Context: an optimization exercise on an open-source flow, tuned for small area, a short achievable clock period and few clock cycles per item. The choices shown serve that exercise and are no tape-out recipe. In this exercise RTL edits were held to simulation tests only and were not proved equivalent to the original.

==> flow/design.v, too long to show whole: its modules and the start of the top module <==
// module rot_perm_cbc: 287 lines
// module lane: 22 lines
// module lane_map: 412 lines
// module lane_g: 723 lines
// module kmod94: 123 lines
module rot_perm_cbc (
    input  wire        clk,
    input  wire        rst_n,
    input  wire        sel,
    input  wire        we,
    input  wire [5:0]  addr,
    input  wire [31:0] wdata,
    output reg  [31:0] rdata,
    output wire        irq
);
  // ...
==> flow/run.sh <==
#!/bin/bash
# synth_recipe.tcl (not shown) runs the flow's synth.tcl, then flattens the netlist and writes it again
# the make line also repeats each setting of config.mk as NAME=value (left out here)
make -C /OpenROAD-flow-scripts/flow DESIGN_CONFIG=/design/flow/config.mk WORK_HOME=/design/flow/orfs CLKGATE_MAP_FILE= SYNTH_SCRIPT=/design/flow/synth_recipe.tcl finish
==> flow/config.mk <==
export PLATFORM = sky130hd
export DESIGN_NAME = rot_perm_cbc
export DESIGN_NICKNAME = rot_perm_cbc
export VERILOG_FILES = /design/flow/design.v
export SDC_FILE = /design/flow/constraint.sdc
export NUM_CORES = 8
export LEC_CHECK = 0
export ABC_AREA = 1
export CAP_MARGIN = 20
export CORE_MARGIN = 2
export CORE_UTILIZATION = 40
export SLEW_MARGIN = 20
==> flow/constraint.sdc <==
create_clock -name core_clock -period 55.0 [get_ports {clk}]
set_input_delay 11.0000 -clock core_clock [delete_from_list [all_inputs] [get_ports {clk}]]
set_output_delay 11.0000 -clock core_clock [all_outputs]
set_load 0.01 [all_outputs]
==> summary.txt, run 1 <==
Yosys
  • Simple-Gate Fraction of Synth Area: 29.9%
  • Warnings, synthesis: 1
  • Post-synthesis compound-gate area fraction: 19.9%
  • Synth Instances: around 9,000
  • Post-synthesis mux area share: 0.652%
  • Cell taking the most area after synthesis: dfrtp_1

Clock network
  • Later-pin clock latency in the skew report: 790 ps
  • H-tree levels: 3
  • Clock sink total: 734
  • Resized cells post-CTS: 0

Hold path
  • Hold EP: head[22]$_DFFE_PP_
  • Hold Startpoint: din[30]$_DFFE_PN0P_

Finish
  • N_diodes: 24
  • P&R area growth vs syn: 10.0%
  • Cell area after layout: 68,200 um2

Worst setup path
  • Most used cell, CP: buf_4
  • Worst setup EP type: output port
  • FF-to-FF setup slack: 32,280 ps
  • Worst Setup Path Type: in2out

Route
  • M1 WL: 147,000 um
  • Post-route antenna net violation count: 0
  • Number of DRC markers in iteration 0: approximately 12,000
  • Residual DRC: 0

Place
  • Place WS: around 27,000 ps
  • Cells after DPL: 11,000

Status
  • Status: finished clean

Global route
  • GRT Overall Usage: 50.3%
  • Met1 usage: 60.8%
  • Met2 usage: 70.0%
  • Met3 Use GR: 18.2%
Testbench counts, summed over its fixed seeds: cycles 19,358, blocks 1,358.
==> inputs of run 2 (changes only) <==
==> flow/flow/run.sh (new file) <==
#!/bin/bash
# Own layout flow: the standard flow (standard.sh), with one step added
# between synthesis and floorplan. The combinational cells of the standard
# synthesis netlist are re-mapped by ABC with an area-oriented script; every
# sequential cell keeps the instance name and cell type the standard
# synthesis gave it. Each tool's full output goes to a log file of its own in
# this folder.
set -euo pipefail
W=$(pwd)
P=${FLOW_PLATFORM}
R=$W/orfs/results/$P/rot_perm_cbc/base
LIB=$FLOW_HOME/platforms/$P/lib/sky130_fd_sc_hd__tt_025C_1v80.lib
YOSYS=$(command -v yosys || echo "$FLOW_HOME/../tools/install/yosys/bin/yosys")

# 1. the standard synthesis
bash standard.sh synth > "$W/log_1_synth.txt" 2>&1
cp "$R/1_2_yosys.v" "$W/standard_1_2_yosys.v"

# 2. re-map the combinational logic (sequential cells stay black boxes)
SEQ=$(awk '/^[ \t]*cell[ \t]*\(/ {n=$0; gsub(/.*\(["]?|["]?\).*/,"",n)}
           /^[ \t]*(ff|latch|ff_bank|latch_bank|statetable)[ \t]*\(/ {print n}' "$LIB" | sort -u | tr '\n' ' ')
DU=""
for c in $(sed -n '/DONT_USE_CELLS += /,/^#/p' "$FLOW_HOME/platforms/$P/config.mk" | grep -o "sky130_fd_sc_hd__[a-z0-9_]*"); do
    DU="$DU -dont_use $c"
done
NETLIST="$R/1_2_yosys.v" TOP="$FLOW_TOP" LIB="$LIB" SEQCELLS="$SEQ" DONTUSE="$DU" \
    ABCSCRIPT="$W/flow/area.abc" "$YOSYS" -c "$W/flow/remap.tcl" > "$W/log_2_remap.txt" 2>&1
rm -f "$R/1_synth.odb" "$R/1_synth.sdc"

# 3. the rest of the standard flow, from the re-mapped netlist
bash standard.sh finish > "$W/log_3_layout.txt" 2>&1
==> flow/flow/area.abc (new file) <==
strash
&get -n
&dch -f
&nf -R 1000
&put
strash
&get -n
&dch -f
&nf -R 1000
&put
strash
&get -n
&dch -f
&nf -R 1000
&put
topo
==> flow/flow/remap.tcl (new file) <==
# Re-map the combinational logic of the standard synthesis netlist for area.
# Registers (and every other sequential cell) stay exactly as the standard
# synthesis made them: same instances, names and cell types.
# env: NETLIST (in/out), TOP, LIB, SEQCELLS, DONTUSE, ABCSCRIPT
yosys read_liberty -ignore_miss_func $::env(LIB)
yosys blackbox {*}$::env(SEQCELLS)
yosys read_verilog $::env(NETLIST)
yosys hierarchy -check -top $::env(TOP)
yosys flatten
yosys techmap
yosys opt -fast -purge
yosys read_liberty -overwrite -setattr liberty_cell -lib $::env(LIB)
yosys tee -o $::env(NETLIST).pre.stat stat
yosys abc -script $::env(ABCSCRIPT) -liberty $::env(LIB) {*}$::env(DONTUSE)
yosys setundef -zero
yosys splitnets
yosys opt_clean -purge
yosys hilomap -singleton -hicell sky130_fd_sc_hd__conb_1 HI -locell sky130_fd_sc_hd__conb_1 LO
yosys insbuf -buf sky130_fd_sc_hd__buf_4 A X
yosys check -assert -mapped
yosys tee -o $::env(NETLIST).stat stat -liberty $::env(LIB)
yosys write_verilog -noattr -nohex -nodec $::env(NETLIST)
==> flow/standard.sh (new file) <==
#!/bin/bash
# synth_recipe.tcl (not shown) runs the flow's synth.tcl, then flattens the netlist and writes it again
# the make line also repeats each setting of config.mk as NAME=value (left out here)
make -C /OpenROAD-flow-scripts/flow DESIGN_CONFIG=/design/flow/config.mk WORK_HOME=/design/flow/orfs CLKGATE_MAP_FILE= SYNTH_SCRIPT=/design/flow/synth_recipe.tcl "${@:-finish}"
removed: flow/run.sh
==> run 2 against run 1 <==
Against the previous run:
- still clean on timing, DRC and antenna
- die area down 15%
- worst setup slack better by 1200 ps
- register-to-register slack better by 2300 ps
- critical path type is now in2reg
- highest routed layer unchanged
==> summary.txt, run 2 <==
Status
  • Status: finished clean (unchanged)

Finish
  • Fin util: 46.2% (was 44.3%)
  • Commonest non-fill, non-tap cell in the layout: nand2_1 (unchanged)
  • P&R area growth vs syn: 14.4% (was 10.0%)
  • Layout cells sized above 1: 5.52% (was 7.02%)
  • Final net count: 7,016 (was 9,263)
  • Commonest non-fill, non-tap cells in the layout: 1,416 x nand2_1, 842 x nor2_1, 754 x o21ai_0, 583 x dfrtp_1, 502 x a21oi_1 (was 2,273 x nand2_1, 1,191 x inv_1, 799 x nand3_1, 727 x nor2_1, 584 x dfrtp_1)

Hold path
  • WHS Path Cells: 2 (was 0)
  • Hold EP: dout[95]$_DFFE_PN0P_ (was head[22]$_DFFE_PP_)
  • Worst min-delay path category: reg2reg (unchanged)
  • Hold Startpoint: dout[95]$_DFFE_PN0P_ (was din[30]$_DFFE_PN0P_)

Global route
  • GRT overflow: 0 (unchanged)
  • Met1 usage: 52.9% (was 60.8%)
  • Largest net degree at the start of global routing: 164 (was 135)
  • First-pass GRT wire length: 406,000 um (was 549,000 um)
  • Initial antenna violation count: 23 (was 44)
  • Global routing's busiest layer: met2 (unchanged)
  • Met2 usage: 57.8% (was 70.0%)
  • Met3 Use GR: 16.0% (was 18.2%)
  • Vias in the first global route: 54,700 (was 66,500)
  • GRT Overall Usage: 42.2% (was 50.3%)

Floorplan
  • Die width: 366 um (was 398 um)
  • Row count: 132 (was 144)
  • Core Area: 130,000 um2 (was 154,000 um2)
  • # IOs: 75 (unchanged)
  • Die H: 366 um (was 398 um)
  • Starting Density: 40.4% (was 40.3%)
  • Die area: 134,000 um2 (was 158,000 um2)

Route
  • Total wire length: 288,000 um (was 408,000 um)
  • Post-route antenna net violation count: 0 (unchanged)
  • Residual DRC: 0 (unchanged)
  • Via-to-Cell Ratio: 6.79 (was 6.50)
  • First-pass iteration count of the detailed router: 13 (was 7)
  • DR vias: 59,700 (was 72,800)
  • Number of DRC markers in iteration 0: 11,200 (was 11,800)
  • WL/cell: 32.8 um (was 36.4 um)

Place
  • Final HPWL DP: 203,000 um (was 308,000 um)
  • # port buffers: 74 (unchanged)
  • GPL Wtd Cong: 1.04 (was 1.09)

Worst setup path
  • Worst R2R Start: key[12]$_DFFE_PN0P_ (was key[1]$_DFFE_PN0P_)
  • Worst Setup Path Type: in2reg (was in2out)
  • Crit path launch type: input port (unchanged)
  • Reg2Reg Depth: 88 (was 93)
  • Critical-path top delay cell: clkdlybuf4s50_1 (was clkinv_2)
  • Reg2reg end: err[0]$_DFF_PN0_ (was err[1]$_DFF_PN0_)
  • Critical Path AT: 28,020 ps (was 17,550 ps)
  • Worst setup EP type: register (was output port)
  • FF-to-FF setup slack: 34,560 ps (was 32,280 ps)
  • Worst path max stage delay: 870 ps (was 840 ps)
  • Critical Path Fanout Max: 16 (was 46)
  • Required @ worst endpoint: 55,630 ps (was 44,000 ps)

STA
  • Worst-Margin Slew: 1320 ps (was 1370 ps)
  • Minimum clock period: 27,380 ps (was 28,550 ps)
  • Slew Limit Fails: 0 (unchanged)
  • Max_slew headroom: 11.2% (was 8.64%)
  • Setup Total Neg Slack: 0 ps (unchanged)
  • Crit share post-route: 49.8% (was 51.9%)
  • Fmax: 36.5 MHz (was 35.0 MHz)
  • Clk_skew: 45.8 ps (was 89.3 ps)
  • Unrepaired setup endpoints after global routing: no (unchanged)
  • Final setup violation count: 0 (unchanged)
  • Final Hold Viols: 0 (unchanged)
  • Hold WS: 468 ps (was 445 ps)

Clock network
  • Root buf cell: clkbuf_16 (unchanged)
  • Clock sink total: 734 (unchanged)
  • Resized cells post-CTS: 0 (unchanged)
  • CTS tree: yes (unchanged)
  • Setup bufs post-CTS: 0 (unchanged)
  • Later-pin clock latency in the skew report: 740 ps (was 790 ps)
  • Total clock buffers created by CTS: 86 (was 95)
  • H-tree levels: 3 (unchanged)
  • Longest Clk Path Bufs: 3 (unchanged)
  • Post-CTS Hold Buffers: 0 (unchanged)
  • Clk pin slew, worst setup/hold paths: 70 ps (was 60 ps)

Yosys
  • Syn Std Cell Area: 52,300 um2 (was 61,900 um2)
  • Synth Instances: 6,655 (was 9,191)
  • Syn avg cell area: 7.86 um2 (was 6.74 um2)
  • Warnings, synthesis: 1 (unchanged)
  • Syn_nets: 6,697 (was 9,404)

Flow run
  • Max-cap violation count: 0 (unchanged)
-- run 2: through the flow --
step	cells	area [um2]	worst slack, ps
2_1_floorplan	6655	52300	22510
3_3_place_gp	8627	56800	27900
3_5_place_dp	8627	56800	27750
4_1_cts	8788	59800	28430
5_1_grt	8789	59800	26700
6_report	8794	59900	27620
-- run 2: per-layer routing --
| layer | wire (um) | vias up |
|---|---|---|
| met5 | 140 | - |
| met3 | 42800 | 1195 |
| met2 | 113000 | 4827 |
| met1 | 104000 | 28500 |
| met4 | 28200 | 20 |
| li1 | - | 25200 |
-- run 2: worst max-delay path, delay by kind of cell --
family | cells | cell delay, ps
XOR/XNOR | 4 | 2540
adder cells (fa/ha/maj) | 8 | 2170
buffers and inverters | 9 | 2480
multiplexers | 2 | 510
AO/OA/AOI/OAI | 21 | 4970
AND/OR/NAND/NOR | 19 | 4300
-- run 2: cell type report --
cell class | instances | area, um2
Clock buffer | 108 | 2370
Multi-Input combinational cell | 5785 | 32900
Tap cell | 1742 | 2180
Clock inverter | 53 | 634
Fill cell | 13000 | 69800
Timing Repair Buffer | 263 | 2240
Sequential cell | 734 | 19100
Inverter | 104 | 390
Antenna cell | 5 | 12.5
-- run 2: how the worst max path moves through the flow --
stage / startpoint / end / slack, ps
floorplan: wdata[3] / chain[60]$_DFFE_PN0P_ / 22510
global placement: wdata[5] / err[0]$_DFF_PN0_ / 27900
detailed placement: wdata[5] / err[0]$_DFF_PN0_ / 27750
CTS: addr[3] / rdata[21] / 28430
global route: wdata[4] / err[0]$_DFF_PN0_ / 26700
finish: wdata[4] / err[0]$_DFF_PN0_ / 27620
==> module rot_perm_cbc, before the edit <==
module rot_perm_cbc (
    input  wire        clk,
    input  wire        rst_n,
    input  wire        sel,
    input  wire        we,
    input  wire [5:0]  addr,
    input  wire [31:0] wdata,
    output reg  [31:0] rdata,
    output wire        irq
);
    localparam [3:0] OP_NOP        = 4'd0;
    localparam [3:0] OP_START_ENC  = 4'd1;
    localparam [3:0] OP_START_DEC  = 4'd2;
    localparam [3:0] OP_ENC_BLOCK  = 4'd3;
    localparam [3:0] OP_ENC_FINAL  = 4'd4;
    localparam [3:0] OP_DEC_BLOCK  = 4'd5;
    localparam [3:0] OP_DEC_FINAL  = 4'd6;
    localparam [3:0] OP_RAW_ENC    = 4'd7;
    localparam [3:0] OP_RAW_DEC    = 4'd8;
    localparam [3:0] OP_LOAD_CHAIN = 4'd9;
    localparam [3:0] OP_ABORT      = 4'd10;
    localparam [3:0] E_ILLEGAL   = 4'd1;
    localparam [3:0] E_BUSY      = 4'd2;
    localparam [3:0] E_SEQ       = 4'd3;
    localparam [3:0] E_LOCKED    = 4'd4;
    localparam [3:0] E_LEN       = 4'd5;
    localparam [3:0] E_PAD_RANGE = 4'd6;
    localparam [3:0] E_BAD_PAD   = 4'd7;
    localparam [1:0] ST_IDLE = 2'd0;
    localparam [1:0] ST_ENC  = 2'd1;
    localparam [1:0] ST_DEC  = 2'd2;
    localparam [1:0] PI_NONE  = 2'd0;    
    localparam [1:0] PI_ENC   = 2'd1;    
    localparam [1:0] PI_UNPAD = 2'd2;    
    localparam [1:0] PI_SKIP  = 2'd3;    
    reg         alpha_sel;
    reg  [31:0] key;
    reg  [1:0]  irqen;
    reg         busy;
    reg  [1:0]  state;
    reg         done;
    reg  [3:0]  err;
    reg  [27:0] msglen;       
    reg  [1:0]  pi_mode;
    reg  [7:0]  pbyte;
    reg  [4:0]  pcnt;
    reg  [127:0] iv;
    reg  [127:0] din;
    reg  [127:0] dout;
    reg  [127:0] chain;
    reg  [127:0] head;        
    reg  [3:0]  pend_op;
    reg  [3:0]  pend_n;
    wire wr = sel & we;
    localparam [5:0] A_CAP = 6'h00, A_CTRL = 6'h01, A_STATUS = 6'h02, A_IRQEN = 6'h03,
                     A_CMD = 6'h04, A_KEY = 6'h05, A_MSGLEN = 6'h06, A_OUTLEN = 6'h07,
                     A_PADINFO = 6'h08;
    wire is_iv  = (addr[5:2] == 4'h3);
    wire is_din = (addr[5:2] == 4'h4);
    wire [3:0] cmd_op = wdata[3:0];
    wire [3:0] cmd_n  = wdata[7:4];
    wire ml_zero = (msglen == 28'd0);
    wire ml_16   = (msglen == 28'd1);
    wire ml_max  = (msglen == 28'hFFFFFFF);
    wire pad_range = alpha_sel && ((ml_zero && cmd_n <= 4'd8) || (ml_16 && cmd_n == 4'd0));
    reg [3:0] cmd_err;
    always @(*) begin
        cmd_err = 4'd0;
        if (busy)
            cmd_err = E_BUSY;
        else if (cmd_op >= 4'd11)
            cmd_err = E_ILLEGAL;
        else if ((cmd_op == OP_START_ENC || cmd_op == OP_START_DEC) && state != ST_IDLE)
            cmd_err = E_SEQ;
        else if ((cmd_op == OP_ENC_BLOCK || cmd_op == OP_ENC_FINAL) && state != ST_ENC)
            cmd_err = E_SEQ;
        else if ((cmd_op == OP_DEC_BLOCK || cmd_op == OP_DEC_FINAL) && state != ST_DEC)
            cmd_err = E_SEQ;
        else if ((cmd_op >= OP_ENC_BLOCK && cmd_op <= OP_DEC_FINAL) && ml_max)
            cmd_err = E_LEN;
        else if (cmd_op == OP_ENC_FINAL && pad_range)
            cmd_err = E_PAD_RANGE;
    end
    reg [3:0] bus_err;
    always @(*) begin
        bus_err = 4'd0;
        if (wr) begin
            if (addr == A_CMD) begin
                if (cmd_op != OP_NOP)
                    bus_err = cmd_err;
            end else if (addr == A_CTRL || addr == A_KEY) begin
                if (busy)
                    bus_err = E_BUSY;
                else if (state != ST_IDLE)
                    bus_err = E_LOCKED;
            end else if (is_iv || is_din) begin
                if (busy)
                    bus_err = E_BUSY;
            end
        end
    end
    wire issue  = wr && addr == A_CMD && cmd_op != OP_NOP && cmd_err == 4'd0;
    wire cfg_ok = !busy && state == ST_IDLE;
    wire [3:0] cur_op = busy ? pend_op : cmd_op;
    wire [3:0] cur_n  = busy ? pend_n  : cmd_n;
    wire op_dp    = (cur_op >= OP_ENC_BLOCK) && (cur_op <= OP_RAW_DEC);
    wire op_dec   = (cur_op == OP_DEC_BLOCK) || (cur_op == OP_DEC_FINAL) || (cur_op == OP_RAW_DEC);
    wire op_xin   = (cur_op == OP_ENC_BLOCK) || (cur_op == OP_ENC_FINAL);
    wire op_final = (cur_op == OP_ENC_FINAL);
    wire op_xout  = (cur_op == OP_DEC_BLOCK) || (cur_op == OP_DEC_FINAL);
    wire [6:0] kp;
    kmod94 u_kmod (.key(key), .kp(kp));
    wire [6:0] kp_enc = (kp >= 7'd69) ? (kp - 7'd69) : (kp + 7'd25);     
    wire [6:0] kp_dec = (kp <= 7'd25) ? (7'd25 - kp) : (7'd119 - kp);    
    wire [7:0] k_enc  = alpha_sel ? {1'b0, kp_enc} : key[7:0];
    wire [7:0] k_dec  = alpha_sel ? {1'b0, kp_dec} : (8'd0 - key[7:0]);
    wire [7:0] lane_k = op_dec ? k_dec : k_enc;
    wire [3:0] amt  = op_dec ? (4'd0 - key[3:0]) : key[3:0];
    wire       half = amt[3] ^ busy;         
    wire [4:0] pad_cnt = 5'd16 - {1'b0, cur_n};
    reg  [7:0] pb_head, pb_din;
    integer pj;
    always @(*) begin
        pb_head = 8'd0;
        pb_din  = 8'd0;
        for (pj = 1; pj <= 16; pj = pj + 1)
            if (pad_cnt == pj) pb_head = head[8*(pj-1) +: 8];
        for (pj = 1; pj < 16; pj = pj + 1)
            if (pad_cnt == pj) pb_din = din[8*pj +: 8];
    end
    wire [7:0] pad_byte = !alpha_sel ? {3'd0, pad_cnt} : (ml_zero ? pb_din : pb_head);
    wire [63:0] din_h   = half ? din[127:64]   : din[63:0];
    wire [63:0] chain_h = half ? chain[127:64] : chain[63:0];
    reg  [63:0] lx;
    integer li;
    always @(*) begin
        for (li = 0; li < 8; li = li + 1)
            lx[8*li +: 8] = ((op_final && ({half, li[2:0]} >= cur_n)) ? pad_byte : din_h[8*li +: 8])
                            ^ (op_xin ? chain_h[8*li +: 8] : 8'd0);
    end
    wire [63:0] ly;
    genvar gl;
    generate
        for (gl = 0; gl < 8; gl = gl + 1) begin : g_lane
            lane u_lane (.x(lx[8*gl +: 8]), .asel(alpha_sel), .k(lane_k), .y(ly[8*gl +: 8]));
        end
    endgenerate
    wire [127:0] z = {ly, dout[63:0]};
    reg  [127:0] res;
    integer sj;
    reg [3:0] src;
    always @(*) begin
        for (sj = 0; sj < 16; sj = sj + 1) begin
            src = sj[3:0] + {1'b0, amt[2:0]};
            res[8*sj +: 8] = z[8*src +: 8];
        end
    end
    wire [127:0] dout_new = res ^ (op_xout ? chain : 128'd0);
    wire [27:0] ml_inc    = msglen + 28'd1;      
    wire [7:0]  last_byte = dout_new[127:120];
    wire        bad_pad   = (ml_inc[27:4] == 24'd0) && (last_byte > {ml_inc[3:0], 4'd0});
    wire cpl_bad_pad = busy && pend_op == OP_DEC_FINAL && !alpha_sel && bad_pad;
    wire errclr  = wr && addr == A_STATUS && wdata[8];
    wire [3:0] err_after_bus = errclr ? 4'd0 :
                               (bus_err != 4'd0 && err == 4'd0) ? bus_err : err;
    wire [3:0] err_next = (cpl_bad_pad && err_after_bus == 4'd0) ? E_BAD_PAD : err_after_bus;
    always @(posedge clk or negedge rst_n) begin
        if (!rst_n) begin
            alpha_sel <= 1'b0;
            key       <= 32'd0;
            irqen     <= 2'd0;
            busy      <= 1'b0;
            state     <= ST_IDLE;
            done      <= 1'b0;
            err       <= 4'd0;
            msglen    <= 28'd0;
            pi_mode   <= PI_NONE;
            iv        <= 128'd0;
            din       <= 128'd0;
            dout      <= 128'd0;
            chain     <= 128'd0;
        end else begin
            err <= err_next;
            if (wr) begin
                case (addr)
                    A_CTRL:   if (cfg_ok) alpha_sel <= wdata[0];
                    A_KEY:    if (cfg_ok) key <= wdata;
                    A_IRQEN:  irqen <= wdata[1:0];
                    A_STATUS: if (wdata[3]) done <= 1'b0;
                    default: ;
                endcase
                if (is_iv && !busy)
                    iv[32*addr[1:0] +: 32] <= wdata;
                if (is_din && !busy)
                    din[32*addr[1:0] +: 32] <= wdata;
            end
            if (issue) begin
                busy <= 1'b1;
                if (op_dp)
                    dout[63:0] <= ly;        
            end
            if (busy) begin
                busy <= 1'b0;
                done <= 1'b1;
                case (pend_op)
                    OP_START_ENC, OP_START_DEC: begin
                        chain   <= iv;
                        msglen  <= 28'd0;
                        pi_mode <= PI_NONE;
                        state   <= (pend_op == OP_START_ENC) ? ST_ENC : ST_DEC;
                    end
                    OP_ENC_BLOCK: begin
                        dout   <= dout_new;
                        chain  <= dout_new;
                        msglen <= ml_inc;
                    end
                    OP_ENC_FINAL: begin
                        dout    <= dout_new;
                        chain   <= dout_new;
                        msglen  <= ml_inc;
                        pi_mode <= PI_ENC;
                        state   <= ST_IDLE;
                    end
                    OP_DEC_BLOCK: begin
                        dout   <= dout_new;
                        chain  <= din;
                        msglen <= ml_inc;
                    end
                    OP_DEC_FINAL: begin
                        dout    <= dout_new;
                        chain   <= din;
                        msglen  <= ml_inc;
                        state   <= ST_IDLE;
                        pi_mode <= alpha_sel ? PI_SKIP : PI_UNPAD;
                    end
                    OP_RAW_ENC, OP_RAW_DEC: dout <= dout_new;
                    OP_LOAD_CHAIN: chain <= iv;
                    OP_ABORT:      state <= ST_IDLE;
                    default: ;
                endcase
            end
        end
    end
    always @(posedge clk) begin
        if (issue) begin
            pend_op <= cmd_op;
            pend_n  <= cmd_n;
        end
        if (busy && pend_op == OP_ENC_BLOCK) begin
            if (ml_zero)
                head[119:0] <= din[127:8];
            if (ml_16)
                head[127:120] <= din[7:0];
        end
        if (busy && pend_op == OP_ENC_FINAL) begin
            pbyte <= pad_byte;
            pcnt  <= pad_cnt;
        end
        if (busy && pend_op == OP_DEC_FINAL && !alpha_sel)
            pbyte <= last_byte;
    end
    wire [31:0] msglen_b = {msglen, 4'd0};
    wire [32:0] unpad    = {1'b0, msglen_b} - {25'd0, pbyte};
    wire [31:0] outlen   = (pi_mode == PI_UNPAD) ? (unpad[32] ? 32'd0 : unpad[31:0]) :
                           pi_mode[0] ? msglen_b : 32'd0;
    wire [7:0]  pi_cnt   = (pi_mode == PI_ENC) ? {3'd0, pcnt} : (pi_mode == PI_UNPAD) ? pbyte : 8'd0;
    wire [7:0]  pi_byte  = (pi_mode == PI_ENC || pi_mode == PI_UNPAD) ? pbyte : 8'd0;
    wire [31:0] padinfo  = {15'd0, pi_mode == PI_SKIP, pi_byte, pi_cnt};
    always @(*) begin
        case (addr)
            A_CAP:     rdata = 32'h00005E10;
            A_CTRL:    rdata = {31'd0, alpha_sel};
            A_STATUS:  rdata = {24'd0, err, done, state, busy};
            A_IRQEN:   rdata = {30'd0, irqen};
            A_KEY:     rdata = key;
            A_MSGLEN:  rdata = msglen_b;
            A_OUTLEN:  rdata = outlen;
            A_PADINFO: rdata = padinfo;
            6'h0C, 6'h0D, 6'h0E, 6'h0F: rdata = iv[32*addr[1:0] +: 32];
            6'h10, 6'h11, 6'h12, 6'h13: rdata = din[32*addr[1:0] +: 32];
            6'h14, 6'h15, 6'h16, 6'h17: rdata = dout[32*addr[1:0] +: 32];
            6'h18, 6'h19, 6'h1A, 6'h1B: rdata = chain[32*addr[1:0] +: 32];
            default:   rdata = 32'd0;
        endcase
    end
    assign irq = (irqen[0] & done) | (irqen[1] & (err != 4'd0));
endmodule
==> module kmod94, before the edit <==
module kmod94 (input wire [31:0] key, output wire [6:0] kp);
    wire h1, h2;
    assign {h2, h1} = key[1] + key[7] + key[9];
    wire h3, h4;
    assign {h4, h3} = key[11] + key[12] + key[13];
    wire h5, h6;
    assign {h6, h5} = key[16] + key[19] + key[20];
    wire h7, h8;
    assign {h8, h7} = key[24] + key[30] + h1;
    wire h9, h10;
    assign {h10, h9} = h3 + h5 + h7;
    wire h11, h12;
    assign {h12, h11} = key[2] + key[8] + key[10];
    wire h13, h14;
    assign {h14, h13} = key[12] + key[13] + key[14];
    wire h15, h16;
    assign {h16, h15} = key[17] + key[20] + key[21];
    wire h17, h18;
    assign {h18, h17} = key[25] + key[31] + h2;
    wire h19, h20;
    assign {h20, h19} = h4 + h6 + h8;
    wire h21, h22;
    assign {h22, h21} = h10 + h11 + h13;
    wire h23, h24;
    assign {h24, h23} = h15 + h17 + h19;
    wire h25, h26;
    assign {h26, h25} = key[3] + key[9] + key[11];
    wire h27, h28;
    assign {h28, h27} = key[13] + key[14] + key[15];
    wire h29, h30;
    assign {h30, h29} = key[18] + key[21] + key[22];
    wire h31, h32;
    assign {h32, h31} = key[26] + h12 + h14;
    wire h33, h34;
    assign {h34, h33} = h16 + h18 + h20;
    wire h35, h36;
    assign {h36, h35} = h22 + h24 + h25;
    wire h37, h38;
    assign {h38, h37} = h27 + h29 + h31;
    wire h39, h40;
    assign {h40, h39} = h33 + h35 + h37;
    wire h41, h42;
    assign {h42, h41} = key[4] + key[10] + key[12];
    wire h43, h44;
    assign {h44, h43} = key[14] + key[15] + key[16];
    wire h45, h46;
    assign {h46, h45} = key[19] + key[22] + key[23];
    wire h47, h48;
    assign {h48, h47} = key[27] + h26 + h28;
    wire h49, h50;
    assign {h50, h49} = h30 + h32 + h34;
    wire h51, h52;
    assign {h52, h51} = h36 + h38 + h40;
    wire h53, h54;
    assign {h54, h53} = h41 + h43 + h45;
    wire h55, h56;
    assign {h56, h55} = h47 + h49 + h51;
    wire h57, h58;
    assign {h58, h57} = key[5] + key[7] + key[9];
    wire h59, h60;
    assign {h60, h59} = key[12] + key[15] + key[17];
    wire h61, h62;
    assign {h62, h61} = key[19] + key[23] + key[28];
    wire h63, h64;
    assign {h64, h63} = key[30] + h42 + h44;
    wire h65, h66;
    assign {h66, h65} = h46 + h48 + h50;
    wire h67, h68;
    assign {h68, h67} = h52 + h54 + h56;
    wire h69, h70;
    assign {h70, h69} = h57 + h59 + h61;
    wire h71, h72;
    assign {h72, h71} = h63 + h65 + h67;
    wire h73, h74;
    assign {h74, h73} = key[6] + key[8] + key[10];
    wire h75, h76;
    assign {h76, h75} = key[11] + key[18] + key[29];
    wire h77, h78;
    assign {h78, h77} = key[31] + h58 + h60;
    wire h79, h80;
    assign {h80, h79} = h62 + h64 + h66;
    wire h81, h82;
    assign {h82, h81} = h68 + h70 + h72;
    wire h83, h84;
    assign {h84, h83} = h73 + h75 + h77;
    wire h85, h86;
    assign {h86, h85} = h79 + h81 + h83;
    wire h87, h88;
    assign {h88, h87} = h9 + h74 + h76;
    wire h89, h90;
    assign {h90, h89} = h78 + h80 + h82;
    wire h91, h92;
    assign {h92, h91} = h84 + h86 + h87;
    wire h93, h94;
    assign {h94, h93} = h21 + h23 + h88;
    wire h95, h96;
    assign {h96, h95} = h90 + h92 + h93;
    wire h97, h98;
    assign {h98, h97} = h39 + h94 + h96;
    wire h99, h100;
    assign {h100, h99} = h53 + h55 + h98;
    wire h101, h102;
    assign {h102, h101} = h69 + h71 + h74;
    wire h103, h104;
    assign {h104, h103} = h76 + h78 + h80;
    wire h105, h106;
    assign {h106, h105} = h82 + h84 + h86;
    wire h107, h108;
    assign {h108, h107} = h100 + h101 + h103;
    wire h109, h110;
    assign {h110, h109} = h85 + h102 + h104;
    wire h111, h112;
    assign {h112, h111} = h106 + h108 + h109;
    wire h113, h114;
    assign {h114, h113} = h89 + h91 + h110;
    wire h115, h116;
    assign {h116, h115} = h105 + h107 + h110;
    wire [6:0] ra = {h111,h112,h99,h97,h95,h112,key[0]};
    wire [6:0] rb = {h116,h115,1'b0,1'b0,h114,h113,1'b0};
    wire [7:0] s1 = {1'b0, ra} + {1'b0, rb};                  
    wire [7:0] s2 = {1'b0, s1[6:0]} + (s1[7] ? 8'd34 : 8'd0);   
    assign kp = (s2 >= 8'd94) ? (s2 - 8'd94) : s2[6:0];
endmodule
==> inputs of run 3 (changes only) <==
--- a/flow/design.v
+++ b/flow/design.v
@@ -51,6 +51,7 @@
     reg  [127:0] head;        
     reg  [3:0]  pend_op;
     reg  [3:0]  pend_n;
+    reg         chk_pad;      
     wire wr = sel & we;
     localparam [5:0] A_CAP = 6'h00, A_CTRL = 6'h01, A_STATUS = 6'h02, A_IRQEN = 6'h03,
                      A_CMD = 6'h04, A_KEY = 6'h05, A_MSGLEN = 6'h06, A_OUTLEN = 6'h07,
@@ -110,32 +111,40 @@
     wire op_xout  = (cur_op == OP_DEC_BLOCK) || (cur_op == OP_DEC_FINAL);
     wire [6:0] kp;
     kmod94 u_kmod (.key(key), .kp(kp));
-    wire [6:0] kp_enc = (kp >= 7'd69) ? (kp - 7'd69) : (kp + 7'd25);     
-    wire [6:0] kp_dec = (kp <= 7'd25) ? (7'd25 - kp) : (7'd119 - kp);    
+    wire [6:0] kp_enc = kp;                                               
+    wire [7:0] kp_d8  = (kp <= 7'd50) ? (8'd50 - {1'b0, kp}) : (8'd144 - {1'b0, kp});
+    wire [6:0] kp_dec = kp_d8[6:0];                                       
     wire [7:0] k_enc  = alpha_sel ? {1'b0, kp_enc} : key[7:0];
     wire [7:0] k_dec  = alpha_sel ? {1'b0, kp_dec} : (8'd0 - key[7:0]);
     wire [7:0] lane_k = op_dec ? k_dec : k_enc;
     wire [3:0] amt  = op_dec ? (4'd0 - key[3:0]) : key[3:0];
-    wire       half = amt[3] ^ busy;         
-    wire [4:0] pad_cnt = 5'd16 - {1'b0, cur_n};
-    reg  [7:0] pb_head, pb_din;
-    integer pj;
+    wire       half = busy;                  
+    reg  [7:0] pb_lo, pb_hi, pb_din;
+    integer pa;
     always @(*) begin
-        pb_head = 8'd0;
-        pb_din  = 8'd0;
-        for (pj = 1; pj <= 16; pj = pj + 1)
-            if (pad_cnt == pj) pb_head = head[8*(pj-1) +: 8];
-        for (pj = 1; pj < 16; pj = pj + 1)
-            if (pad_cnt == pj) pb_din = din[8*pj +: 8];
+        pb_lo  = 8'd0;
+        pb_hi  = 8'd0;
+        pb_din = 8'd0;
+        for (pa = 0; pa < 8; pa = pa + 1) begin
+            if (cmd_n[2:0] == pa) pb_lo = head[8*(15-pa) +: 8];      
+            if (cmd_n[2:0] == pa) pb_hi = head[8*(7-pa) +: 8];       
+        end
+        for (pa = 1; pa < 8; pa = pa + 1)
+            if (cmd_n[2:0] == pa) pb_din = din[8*(8-pa) +: 8];       
     end
-    wire [7:0] pad_byte = !alpha_sel ? {3'd0, pad_cnt} : (ml_zero ? pb_din : pb_head);
+    wire [4:0] pad_cnt_c  = 5'd16 - {1'b0, cmd_n};
+    wire [7:0] pad_byte_a = !alpha_sel ? {3'd0, pad_cnt_c} : pb_lo;
+    wire [7:0] pad_byte_c = !alpha_sel ? {3'd0, pad_cnt_c} :
+                            !cmd_n[3]  ? pb_lo : (ml_zero ? pb_din : pb_hi);
+    wire [7:0] lane_pad   = busy ? pbyte : pad_byte_a;
+    wire [4:0] pad_cnt    = 5'd16 - {1'b0, pend_n};
     wire [63:0] din_h   = half ? din[127:64]   : din[63:0];
     wire [63:0] chain_h = half ? chain[127:64] : chain[63:0];
     reg  [63:0] lx;
     integer li;
     always @(*) begin
         for (li = 0; li < 8; li = li + 1)
-            lx[8*li +: 8] = ((op_final && ({half, li[2:0]} >= cur_n)) ? pad_byte : din_h[8*li +: 8])
+            lx[8*li +: 8] = ((op_final && ({half, li[2:0]} >= cur_n)) ? lane_pad : din_h[8*li +: 8])
                             ^ (op_xin ? chain_h[8*li +: 8] : 8'd0);
     end
     wire [63:0] ly;
@@ -145,31 +154,41 @@
             lane u_lane (.x(lx[8*gl +: 8]), .asel(alpha_sel), .k(lane_k), .y(ly[8*gl +: 8]));
         end
     endgenerate
-    wire [127:0] z = {ly, dout[63:0]};
+    reg  [63:0] lr;
+    integer ri;
+    reg [2:0] rsrc;
+    always @(*) begin
+        for (ri = 0; ri < 8; ri = ri + 1) begin
+            rsrc = ri[2:0] + amt[2:0];
+            lr[8*ri +: 8] = ly[8*rsrc +: 8];
+        end
+    end
     reg  [127:0] res;
     integer sj;
-    reg [3:0] src;
+    reg        from_v;
     always @(*) begin
-        for (sj = 0; sj < 16; sj = sj + 1) begin
-            src = sj[3:0] + {1'b0, amt[2:0]};
-            res[8*sj +: 8] = z[8*src +: 8];
+        for (sj = 0; sj < 8; sj = sj + 1) begin
+            from_v = ({1'b0, sj[2:0]} + {1'b0, amt[2:0]} >= 4'd8) ^ amt[3];
+            res[8*sj +: 8]     = from_v ? lr[8*sj +: 8] : dout[8*sj +: 8];
+            res[64+8*sj +: 8]  = from_v ? dout[8*sj +: 8] : lr[8*sj +: 8];
         end
     end
     wire [127:0] dout_new = res ^ (op_xout ? chain : 128'd0);
     wire [27:0] ml_inc    = msglen + 28'd1;      
     wire [7:0]  last_byte = dout_new[127:120];
-    wire        bad_pad   = (ml_inc[27:4] == 24'd0) && (last_byte > {ml_inc[3:0], 4'd0});
-    wire cpl_bad_pad = busy && pend_op == OP_DEC_FINAL && !alpha_sel && bad_pad;
+    wire [31:0] msglen_b = {msglen, 4'd0};
+    wire [32:0] unpad    = {1'b0, msglen_b} - {25'd0, pbyte};
+    wire [3:0]  err_cur  = (chk_pad && err == 4'd0 && unpad[32]) ? E_BAD_PAD : err;
     wire errclr  = wr && addr == A_STATUS && wdata[8];
-    wire [3:0] err_after_bus = errclr ? 4'd0 :
-                               (bus_err != 4'd0 && err == 4'd0) ? bus_err : err;
-    wire [3:0] err_next = (cpl_bad_pad && err_after_bus == 4'd0) ? E_BAD_PAD : err_after_bus;
+    wire [3:0] err_next = errclr ? 4'd0 :
+                          (bus_err != 4'd0 && err_cur == 4'd0) ? bus_err : err_cur;
     always @(posedge clk or negedge rst_n) begin
         if (!rst_n) begin
             alpha_sel <= 1'b0;
             key       <= 32'd0;
             irqen     <= 2'd0;
             busy      <= 1'b0;
+            chk_pad   <= 1'b0;
             state     <= ST_IDLE;
             done      <= 1'b0;
             err       <= 4'd0;
@@ -180,7 +199,8 @@
             dout      <= 128'd0;
             chain     <= 128'd0;
         end else begin
-            err <= err_next;
+            err     <= err_next;
+            chk_pad <= busy && pend_op == OP_DEC_FINAL && !alpha_sel;
             if (wr) begin
                 case (addr)
                     A_CTRL:   if (cfg_ok) alpha_sel <= wdata[0];
@@ -197,7 +217,7 @@
             if (issue) begin
                 busy <= 1'b1;
                 if (op_dp)
-                    dout[63:0] <= ly;        
+                    dout[63:0] <= lr;        
             end
             if (busy) begin
                 busy <= 1'b0;
@@ -242,48 +262,52 @@
         end
     end
     always @(posedge clk) begin
-        if (issue) begin
-            pend_op <= cmd_op;
-            pend_n  <= cmd_n;
-        end
+        pend_op <= cmd_op;
+        pend_n  <= cmd_n;
         if (busy && pend_op == OP_ENC_BLOCK) begin
             if (ml_zero)
                 head[119:0] <= din[127:8];
             if (ml_16)
                 head[127:120] <= din[7:0];
         end
-        if (busy && pend_op == OP_ENC_FINAL) begin
-            pbyte <= pad_byte;
+        if (issue && cmd_op == OP_ENC_FINAL)
+            pbyte <= pad_byte_c;
+        if (busy && pend_op == OP_ENC_FINAL)
             pcnt  <= pad_cnt;
-        end
         if (busy && pend_op == OP_DEC_FINAL && !alpha_sel)
             pbyte <= last_byte;
     end
-    wire [31:0] msglen_b = {msglen, 4'd0};
-    wire [32:0] unpad    = {1'b0, msglen_b} - {25'd0, pbyte};
     wire [31:0] outlen   = (pi_mode == PI_UNPAD) ? (unpad[32] ? 32'd0 : unpad[31:0]) :
                            pi_mode[0] ? msglen_b : 32'd0;
     wire [7:0]  pi_cnt   = (pi_mode == PI_ENC) ? {3'd0, pcnt} : (pi_mode == PI_UNPAD) ? pbyte : 8'd0;
     wire [7:0]  pi_byte  = (pi_mode == PI_ENC || pi_mode == PI_UNPAD) ? pbyte : 8'd0;
     wire [31:0] padinfo  = {15'd0, pi_mode == PI_SKIP, pi_byte, pi_cnt};
+    wire [3:0] a_w = {addr[1:0] == 2'd3, addr[1:0] == 2'd2, addr[1:0] == 2'd1, addr[1:0] == 2'd0};
+    wire g_0  = addr[5:2] == 4'h0;
+    wire g_1  = addr[5:2] == 4'h1;
+    wire g_2  = addr[5:2] == 4'h2;
+    wire g_iv = addr[5:2] == 4'h3;
+    wire g_di = addr[5:2] == 4'h4;
+    wire g_do = addr[5:2] == 4'h5;
+    wire g_ch = addr[5:2] == 4'h6;
+    function automatic [31:0] sel_word;
+        input [127:0] b;
+        input         g;
+        input [3:0]   w;
+        begin
+            sel_word = ({32{g & w[0]}} & b[31:0])  | ({32{g & w[1]}} & b[63:32]) |
+                       ({32{g & w[2]}} & b[95:64]) | ({32{g & w[3]}} & b[127:96]);
+        end
+    endfunction
     always @(*) begin
-        case (addr)
-            A_CAP:     rdata = 32'h00005E10;
-            A_CTRL:    rdata = {31'd0, alpha_sel};
-            A_STATUS:  rdata = {24'd0, err, done, state, busy};
-            A_IRQEN:   rdata = {30'd0, irqen};
-            A_KEY:     rdata = key;
-            A_MSGLEN:  rdata = msglen_b;
-            A_OUTLEN:  rdata = outlen;
-            A_PADINFO: rdata = padinfo;
-            6'h0C, 6'h0D, 6'h0E, 6'h0F: rdata = iv[32*addr[1:0] +: 32];
-            6'h10, 6'h11, 6'h12, 6'h13: rdata = din[32*addr[1:0] +: 32];
-            6'h14, 6'h15, 6'h16, 6'h17: rdata = dout[32*addr[1:0] +: 32];
-            6'h18, 6'h19, 6'h1A, 6'h1B: rdata = chain[32*addr[1:0] +: 32];
-            default:   rdata = 32'd0;
-        endcase
+        rdata = sel_word(iv, g_iv, a_w) | sel_word(din, g_di, a_w) |
+                sel_word(dout, g_do, a_w) | sel_word(chain, g_ch, a_w) |
+                sel_word({{30'd0, irqen}, {24'd0, err_cur, done, state, busy},
+                          {31'd0, alpha_sel}, 32'h00005E10}, g_0, a_w) |
+                sel_word({outlen, msglen_b, key, 32'd0}, g_1, a_w) |
+                ({32{g_2 & a_w[0]}} & padinfo);
     end
-    assign irq = (irqen[0] & done) | (irqen[1] & (err != 4'd0));
+    assign irq = (irqen[0] & done) | (irqen[1] & (err_cur != 4'd0));
 endmodule
 module lane (
     input  wire [7:0] x,
@@ -1443,124 +1467,128 @@
   assign o = { \_161_.Y , \_143_.Y , \_147_.X , \_149_.X , \_151_.X , \_154_.X , \_158_.X , \_160_.Y  };
 endmodule
 module kmod94 (input wire [31:0] key, output wire [6:0] kp);
-    wire h1, h2;
-    assign {h2, h1} = key[1] + key[7] + key[9];
-    wire h3, h4;
-    assign {h4, h3} = key[11] + key[12] + key[13];
-    wire h5, h6;
-    assign {h6, h5} = key[16] + key[19] + key[20];
-    wire h7, h8;
-    assign {h8, h7} = key[24] + key[30] + h1;
-    wire h9, h10;
-    assign {h10, h9} = h3 + h5 + h7;
-    wire h11, h12;
-    assign {h12, h11} = key[2] + key[8] + key[10];
-    wire h13, h14;
-    assign {h14, h13} = key[12] + key[13] + key[14];
+    wire h1 = ~key[10];
+    wire h2 = ~key[10];
+    wire h3 = ~key[11];
+    wire h4 = ~key[11];
+    wire h5 = ~key[12];
+    wire h6 = ~key[12];
+    wire h7 = ~key[13];
+    wire h8 = ~key[14];
+    wire h9 = ~key[15];
+    wire h10 = ~key[19];
+    wire h11 = ~key[20];
+    wire h12 = ~key[21];
+    wire h13 = ~key[22];
+    wire h14 = ~key[23];
     wire h15, h16;
-    assign {h16, h15} = key[17] + key[20] + key[21];
+    assign {h16, h15} = key[1] + key[7] + key[9];
     wire h17, h18;
-    assign {h18, h17} = key[25] + key[31] + h2;
+    assign {h18, h17} = h1 + h7 + key[16];
     wire h19, h20;
-    assign {h20, h19} = h4 + h6 + h8;
+    assign {h20, h19} = h11 + key[24] + key[30];
     wire h21, h22;
-    assign {h22, h21} = h10 + h11 + h13;
+    assign {h22, h21} = 1'b1 + h15 + h17;
     wire h23, h24;
-    assign {h24, h23} = h15 + h17 + h19;
+    assign {h24, h23} = key[2] + key[8] + h3;
     wire h25, h26;
-    assign {h26, h25} = key[3] + key[9] + key[11];
+    assign {h26, h25} = h8 + key[17] + key[19];
     wire h27, h28;
-    assign {h28, h27} = key[13] + key[14] + key[15];
+    assign {h28, h27} = h12 + key[25] + key[31];
     wire h29, h30;
-    assign {h30, h29} = key[18] + key[21] + key[22];
+    assign {h30, h29} = h16 + h18 + h20;
     wire h31, h32;
-    assign {h32, h31} = key[26] + h12 + h14;
+    assign {h32, h31} = h22 + h23 + h25;
     wire h33, h34;
-    assign {h34, h33} = h16 + h18 + h20;
+    assign {h34, h33} = h27 + h29 + h31;
     wire h35, h36;
-    assign {h36, h35} = h22 + h24 + h25;
+    assign {h36, h35} = key[3] + key[9] + h2;
     wire h37, h38;
-    assign {h38, h37} = h27 + h29 + h31;
+    assign {h38, h37} = h5 + h9 + key[18];
     wire h39, h40;
-    assign {h40, h39} = h33 + h35 + h37;
+    assign {h40, h39} = key[20] + h13 + key[26];
     wire h41, h42;
-    assign {h42, h41} = key[4] + key[10] + key[12];
+    assign {h42, h41} = h24 + h26 + h28;
     wire h43, h44;
-    assign {h44, h43} = key[14] + key[15] + key[16];
+    assign {h44, h43} = h30 + h32 + h34;
     wire h45, h46;
-    assign {h46, h45} = key[19] + key[22] + key[23];
+    assign {h46, h45} = h35 + h37 + h39;
     wire h47, h48;
-    assign {h48, h47} = key[27] + h26 + h28;
+    assign {h48, h47} = h41 + h43 + h45;
     wire h49, h50;
-    assign {h50, h49} = h30 + h32 + h34;
+    assign {h50, h49} = key[4] + h4 + key[13];
     wire h51, h52;
-    assign {h52, h51} = h36 + h38 + h40;
+    assign {h52, h51} = key[16] + key[19] + key[21];
     wire h53, h54;
-    assign {h54, h53} = h41 + h43 + h45;
+    assign {h54, h53} = h14 + key[27] + h36;
     wire h55, h56;
-    assign {h56, h55} = h47 + h49 + h51;
+    assign {h56, h55} = h38 + h40 + h42;
     wire h57, h58;
-    assign {h58, h57} = key[5] + key[7] + key[9];
+    assign {h58, h57} = h44 + h46 + h48;
     wire h59, h60;
-    assign {h60, h59} = key[12] + key[15] + key[17];
+    assign {h60, h59} = h49 + h51 + h53;
     wire h61, h62;
-    assign {h62, h61} = key[19] + key[23] + key[28];
+    assign {h62, h61} = h55 + h57 + h59;
     wire h63, h64;
-    assign {h64, h63} = key[30] + h42 + h44;
+    assign {h64, h63} = key[5] + key[7] + key[9];
     wire h65, h66;
-    assign {h66, h65} = h46 + h48 + h50;
+    assign {h66, h65} = h6 + key[14] + key[17];
     wire h67, h68;
-    assign {h68, h67} = h52 + h54 + h56;
+    assign {h68, h67} = key[22] + key[28] + key[30];
     wire h69, h70;
-    assign {h70, h69} = h57 + h59 + h61;
+    assign {h70, h69} = 1'b1 + h50 + h52;
     wire h71, h72;
-    assign {h72, h71} = h63 + h65 + h67;
+    assign {h72, h71} = h54 + h56 + h58;
     wire h73, h74;
-    assign {h74, h73} = key[6] + key[8] + key[10];
+    assign {h74, h73} = h60 + h62 + h63;
     wire h75, h76;
-    assign {h76, h75} = key[11] + key[18] + key[29];
+    assign {h76, h75} = h65 + h67 + h69;
     wire h77, h78;
-    assign {h78, h77} = key[31] + h58 + h60;
+    assign {h78, h77} = h71 + h73 + h75;
     wire h79, h80;
-    assign {h80, h79} = h62 + h64 + h66;
+    assign {h80, h79} = key[6] + key[8] + key[15];
     wire h81, h82;
-    assign {h82, h81} = h68 + h70 + h72;
+    assign {h82, h81} = key[18] + h10 + key[23];
     wire h83, h84;
-    assign {h84, h83} = h73 + h75 + h77;
+    assign {h84, h83} = key[29] + key[31] + h64;
     wire h85, h86;
-    assign {h86, h85} = h79 + h81 + h83;
+    assign {h86, h85} = h66 + h68 + h70;
     wire h87, h88;
-    assign {h88, h87} = h9 + h74 + h76;
+    assign {h88, h87} = h72 + h74 + h76;
     wire h89, h90;
-    assign {h90, h89} = h78 + h80 + h82;
+    assign {h90, h89} = h78 + h79 + h81;
     wire h91, h92;
-    assign {h92, h91} = h84 + h86 + h87;
+    assign {h92, h91} = h83 + h85 + h87;
     wire h93, h94;
-    assign {h94, h93} = h21 + h23 + h88;
+    assign {h94, h93} = h19 + h21 + h80;
     wire h95, h96;
-    assign {h96, h95} = h90 + h92 + h93;
+    assign {h96, h95} = h82 + h84 + h86;
     wire h97, h98;
-    assign {h98, h97} = h39 + h94 + h96;
+    assign {h98, h97} = h88 + h90 + h92;
     wire h99, h100;
-    assign {h100, h99} = h53 + h55 + h98;
+    assign {h100, h99} = h93 + h95 + h97;
     wire h101, h102;
-    assign {h102, h101} = h69 + h71 + h74;
+    assign {h102, h101} = h33 + h94 + h96;
     wire h103, h104;
-    assign {h104, h103} = h76 + h78 + h80;
+    assign {h104, h103} = h98 + h100 + h101;
     wire h105, h106;
-    assign {h106, h105} = h82 + h84 + h86;
+    assign {h106, h105} = h47 + h102 + h104;
     wire h107, h108;
-    assign {h108, h107} = h100 + h101 + h103;
+    assign {h108, h107} = h77 + h80 + h82;
     wire h109, h110;
-    assign {h110, h109} = h85 + h102 + h104;
+    assign {h110, h109} = h84 + h86 + h88;
     wire h111, h112;
-    assign {h112, h111} = h106 + h108 + h109;
+    assign {h112, h111} = h90 + h92 + h107;
     wire h113, h114;
-    assign {h114, h113} = h89 + h91 + h110;
+    assign {h114, h113} = h89 + h91 + h108;
     wire h115, h116;
-    assign {h116, h115} = h105 + h107 + h110;
-    wire [6:0] ra = {h111,h112,h99,h97,h95,h112,key[0]};
-    wire [6:0] rb = {h116,h115,1'b0,1'b0,h114,h113,1'b0};
+    assign {h116, h115} = h110 + h112 + h113;
+    wire h117, h118;
+    assign {h118, h117} = h99 + h114 + h116;
+    wire h119, h120;
+    assign {h120, h119} = h109 + h111 + h114;
+    wire [6:0] ra = {h115,h116,h61,h105,h103,h117,key[0]};
+    wire [6:0] rb = {h120,h119,h106,1'b0,h118,1'b0,1'b1};
     wire [7:0] s1 = {1'b0, ra} + {1'b0, rb};                  
     wire [7:0] s2 = {1'b0, s1[6:0]} + (s1[7] ? 8'd34 : 8'd0);   
     assign kp = (s2 >= 8'd94) ? (s2 - 8'd94) : s2[6:0];
--- a/flow/flow/run.sh
+++ b/flow/flow/run.sh
@@ -1,10 +1,13 @@
 #!/bin/bash
-# Own layout flow: the standard flow (standard.sh), with one step added
-# between synthesis and floorplan. The combinational cells of the standard
-# synthesis netlist are re-mapped by ABC with an area-oriented script; every
-# sequential cell keeps the instance name and cell type the standard
-# synthesis gave it. Each tool's full output goes to a log file of its own in
-# this folder.
+# Own layout flow: the standard flow (standard.sh), with these changes:
+#  - between synthesis and floorplan, the combinational cells of the standard
+#    synthesis netlist are re-mapped by ABC with an area-oriented script; every
+#    sequential cell keeps the instance name and cell type the standard
+#    synthesis gave it;
+#  - the ports are buffered with sky130_fd_sc_hd__buf_2;
+#  - the resizer's setup repair aims for 30.5 ns of setup slack (same clock
+#    and constraints; it only repairs harder).
+# Each tool's full output goes to a log file of its own in this folder.
 set -euo pipefail
 W=$(pwd)
 P=${FLOW_PLATFORM}
@@ -28,4 +31,5 @@
 rm -f "$R/1_synth.odb" "$R/1_synth.sdc"
 
 # 3. the rest of the standard flow, from the re-mapped netlist
-bash standard.sh finish > "$W/log_3_layout.txt" 2>&1
+bash standard.sh "BUFFER_PORTS_ARGS=-buffer_cell sky130_fd_sc_hd__buf_2" SETUP_SLACK_MARGIN=30.5 \
+    finish > "$W/log_3_layout.txt" 2>&1
--- a/flow/flow/area.abc
+++ b/flow/flow/area.abc
@@ -1,3 +1,13 @@
+strash
+&get -n
+&dch -f
+&nf -R 1000
+&put
+strash
+&get -n
+&dch -f
+&nf -R 1000
+&put
 strash
 &get -n
 &dch -f
--- a/flow/config.mk
+++ b/flow/config.mk
@@ -8,5 +8,7 @@
 export ABC_AREA = 1
 export CAP_MARGIN = 20
 export CORE_MARGIN = 2
-export CORE_UTILIZATION = 40
+export CORE_UTILIZATION = 60
+export CTS_CLUSTER_DIAMETER = 80
+export CTS_CLUSTER_SIZE = 20
 export SLEW_MARGIN = 20
==> run 3 against run 2 <==
Against the previous run:
- critical path depth down 52
- clock skew down 17 ps
- sequential cell count up 1
- global-route usage up 10 points
- routed wire length down 21%
- area after synthesis down 4.5%
- register-to-register slack better by 1100 ps
- synthesized cell count down 15%
- first-iteration DRC count down 20%
- critical path type is now in2out
- largest cell class unchanged
==> summary.txt, run 3 <==
Floorplan
  • Die H: 293 um (was 366 um)
  • # IOs: 75 (unchanged)
  • Row count: 105 (was 132)
  • Core Area: 82,200 um2 (was 130,000 um2)
  • Die area: 85,600 um2 (was 134,000 um2)
  • Die width: 293 um (was 366 um)
  • Starting Density: 60.7% (was 40.4%)

STA
  • Fmax: 40.7 MHz (was 36.5 MHz)
  • Crit share post-route: 44.7% (was 49.8%)
  • Clk_skew: 29.0 ps (was 45.8 ps)
  • Worst-Margin Slew: 1240 ps (was 1320 ps)
  • Unrepaired setup endpoints after global routing: yes (was no)
  • Minimum clock period: 24,560 ps (was 27,380 ps)
  • Final setup violation count: 0 (unchanged)
  • Max_slew headroom: 14.9% (was 11.2%)
  • Slew Limit Fails: 0 (unchanged)
  • Crit path setup slack, layout: 30,440 ps (was 27,620 ps)
  • Setup Total Neg Slack: 0 ps (unchanged)
  • Final Hold Viols: 0 (unchanged)

Clock network
  • Total clock buffers created by CTS: 44 (was 86)
  • Post-CTS Hold Buffers: 0 (unchanged)
  • CTS tree: yes (unchanged)
  • Later-pin clock latency in the skew report: 650 ps (was 740 ps)
  • Clk pin slew, worst setup/hold paths: 90 ps (was 70 ps)
  • H-tree levels: 2 (was 3)
  • Longest Clk Path Bufs: 3 (unchanged)
  • Clock sink total: 735 (was 734)
  • Root buf cell: clkbuf_16 (unchanged)

Finish
  • Final net count: 5,962 (was 7,016)
  • Fin util: 66.6% (was 46.2%)
  • P&R area growth vs syn: 9.57% (was 14.4%)
  • Non-Filler Instances: 7,024 (was 8,794)
  • Commonest non-fill, non-tap cells in the layout: 963 x nand2_1, 642 x nor2_1, 583 x dfrtp_1, 371 x a21oi_1, 364 x mux2_1 (was 1,416 x nand2_1, 842 x nor2_1, 754 x o21ai_0, 583 x dfrtp_1, 502 x a21oi_1)
  • Commonest non-fill, non-tap cell in the layout: nand2_1 (unchanged)
  • Layout cells sized above 1: 6.68% (was 5.52%)
  • Cell area after layout: 54,700 um2 (was 59,900 um2)

Global route
  • Largest net degree at the start of global routing: 112 (was 164)
  • Initial antenna violation count: 5 (was 23)
  • Vias in the first global route: 47,000 (was 54,700)
  • GRT overflow: 0 (unchanged)
  • GRT Overall Usage: 52.3% (was 42.2%)
  • First-pass GRT wire length: 326,000 um (was 406,000 um)

Route
  • Post-route antenna net violation count: 0 (unchanged)
  • WL/cell: 32.6 um (was 32.8 um)
  • Residual DRC: 0 (unchanged)
  • DR vias: 51,200 (was 59,700)
  • Top routing layer used: met5 (unchanged)
  • M1 WL: 76,200 um (was 104,000 um)
  • Number of DRC markers in iteration 0: 9,006 (was 11,200)
  • Via-to-Cell Ratio: 7.30 (was 6.79)
  • Routed wl met2: 87,900 um (was 113,000 um)
  • First-pass iteration count of the detailed router: 13 (unchanged)
  • Total wire length: 229,000 um (was 288,000 um)
  • Metal3 WL: 38,300 um (was 42,800 um)

Place
  • GPL Wtd Cong: 1.06 (was 1.04)
  • Place WS: 29,980 ps (was 27,750 ps)
  • Cells after DPL: 6,926 (was 8,627)
  • Post-DP Area: 52,900 um2 (was 56,800 um2)
  • Final HPWL DP: 157,000 um (was 203,000 um)
  • # port buffers: 74 (unchanged)

Worst setup path
  • Critical Path AT: 13,560 ps (was 28,020 ps)
  • Worst Setup Path Type: in2out (was in2reg)
  • Reg2Reg Depth: 85 (was 88)
  • Critical Path Fanout Max: 32 (was 16)
  • Worst setup EP type: output port (was register)
  • Crit path launch type: input port (unchanged)
  • Required @ worst endpoint: 44,000 ps (was 55,630 ps)

Yosys
  • Synth Instances: 5,683 (was 6,655)
  • Warnings, synthesis: 1 (unchanged)
  • Syn avg cell area: 8.79 um2 (was 7.86 um2)
  • Syn Std Cell Area: 50,000 um2 (was 52,300 um2)
  • Syn_nets: 5,725 (was 6,697)

Status
  • Status: finished clean (unchanged)

Flow run
  • Max-cap violation count: 0 (unchanged)

Hold path
  • Worst min-delay path category: reg2reg (unchanged)
  • WHS Path Cells: 2 (unchanged)
## run 3: final cells by class
class                           count  area [um2]
Antenna cell                        8        20.0
Clock buffer                       64        1220
Clock inverter                      8        67.6
Fill cell                        7001       27500
Inverter                           82         308
Multi-Input combinational cell   4834       31200
Sequential cell                   735       19100
Tap cell                         1070        1340
Timing Repair Buffer              223        1570
## run 3: path summary, 6_finish.rpt
kind | start | to | slack [ps]
worst max-delay path | addr[4] | rdata[9] | 30440
worst min-delay path | dout[71]$_DFFE_PN0P_ | dout[71]$_DFFE_PN0P_ | 470
worst max register to register | key[16]$_DFFE_PN0P_ | pbyte[3]$_DFFE_PP_ | 35650
worst min register to register | dout[71]$_DFFE_PN0P_ | dout[71]$_DFFE_PN0P_ | 470
max in group asynchronous | rst_n | chain[10]$_DFFE_PN0P_ | 41580
min in group asynchronous | rst_n | din[48]$_DFFE_PN0P_ | 10310
## run 3: per-stage QoR
stage	hold WS [ps]
after floorplan	438
after global placement	450
after detailed placement	457
after CTS	476
after global routing	486
final	474
## run 3: routing by layer
metal  global-route usage (%)  vias to the layer above
met5                     3.80                        -
met3                     24.2                     1295
li1                         -                    21600
met4                     43.5                       16
met2                     71.1                     4312
met1                     62.6                    24000
## run 3: worst max-delay path, cell delays in order
cell	delay, ps
buf_2	90
nor2b_1	360
nand2_2	230
buf_4	200
nor2_4	60
buf_4	660
a222oi_1	160
nand4_1	170
a211oi_1	60
o21ai_0	290
buf_2	250
## run 3: what timing repair did
action                                  CTS  global route
pin swaps                                 7             7
setup buffers                            13             3
resized for setup                        23            47
endpoints found under the setup margin   29           100
endpoints found under the hold margin     0             0
Testbench counts of run 3, summed over its fixed seeds: cycles 19,358, blocks 1,358.

[separate check: timing with driven ports]
In the flow no input, the clock included, has a driving cell. The finished layouts below were timed again as built, in two steps.
Step 1 sets driving cells, clkbuf_16 on the clock port and buf_2 on the other inputs (assumed; they add their load-dependent delay and slew).
Step 2 times the ports against the registers' clock, not the clock port: input delays grow and output delays shrink by t, the midpoint of the rising clock arrivals with the driver on.
Slacks: ideal / step 1 / step 2; pairs: ideal / step 1.
| run | t, ns | setup slack, ns | cell pins on the clock port's net |
|---|---|---|---|
| run 1 | 0.844 | 26.453 / 26.410 / 26.410 | 1 |
| run 2 | 0.793 | 27.618 / 27.665 / 26.872 | 1 |
| run 3 | 0.716 | 30.437 / 30.416 / 30.416 | 1 |
After both steps every run listed still meets setup and hold. The setup slack of run 2, which loses most, moves by +0.047 ns with the drivers and by -0.746 ns with both steps.
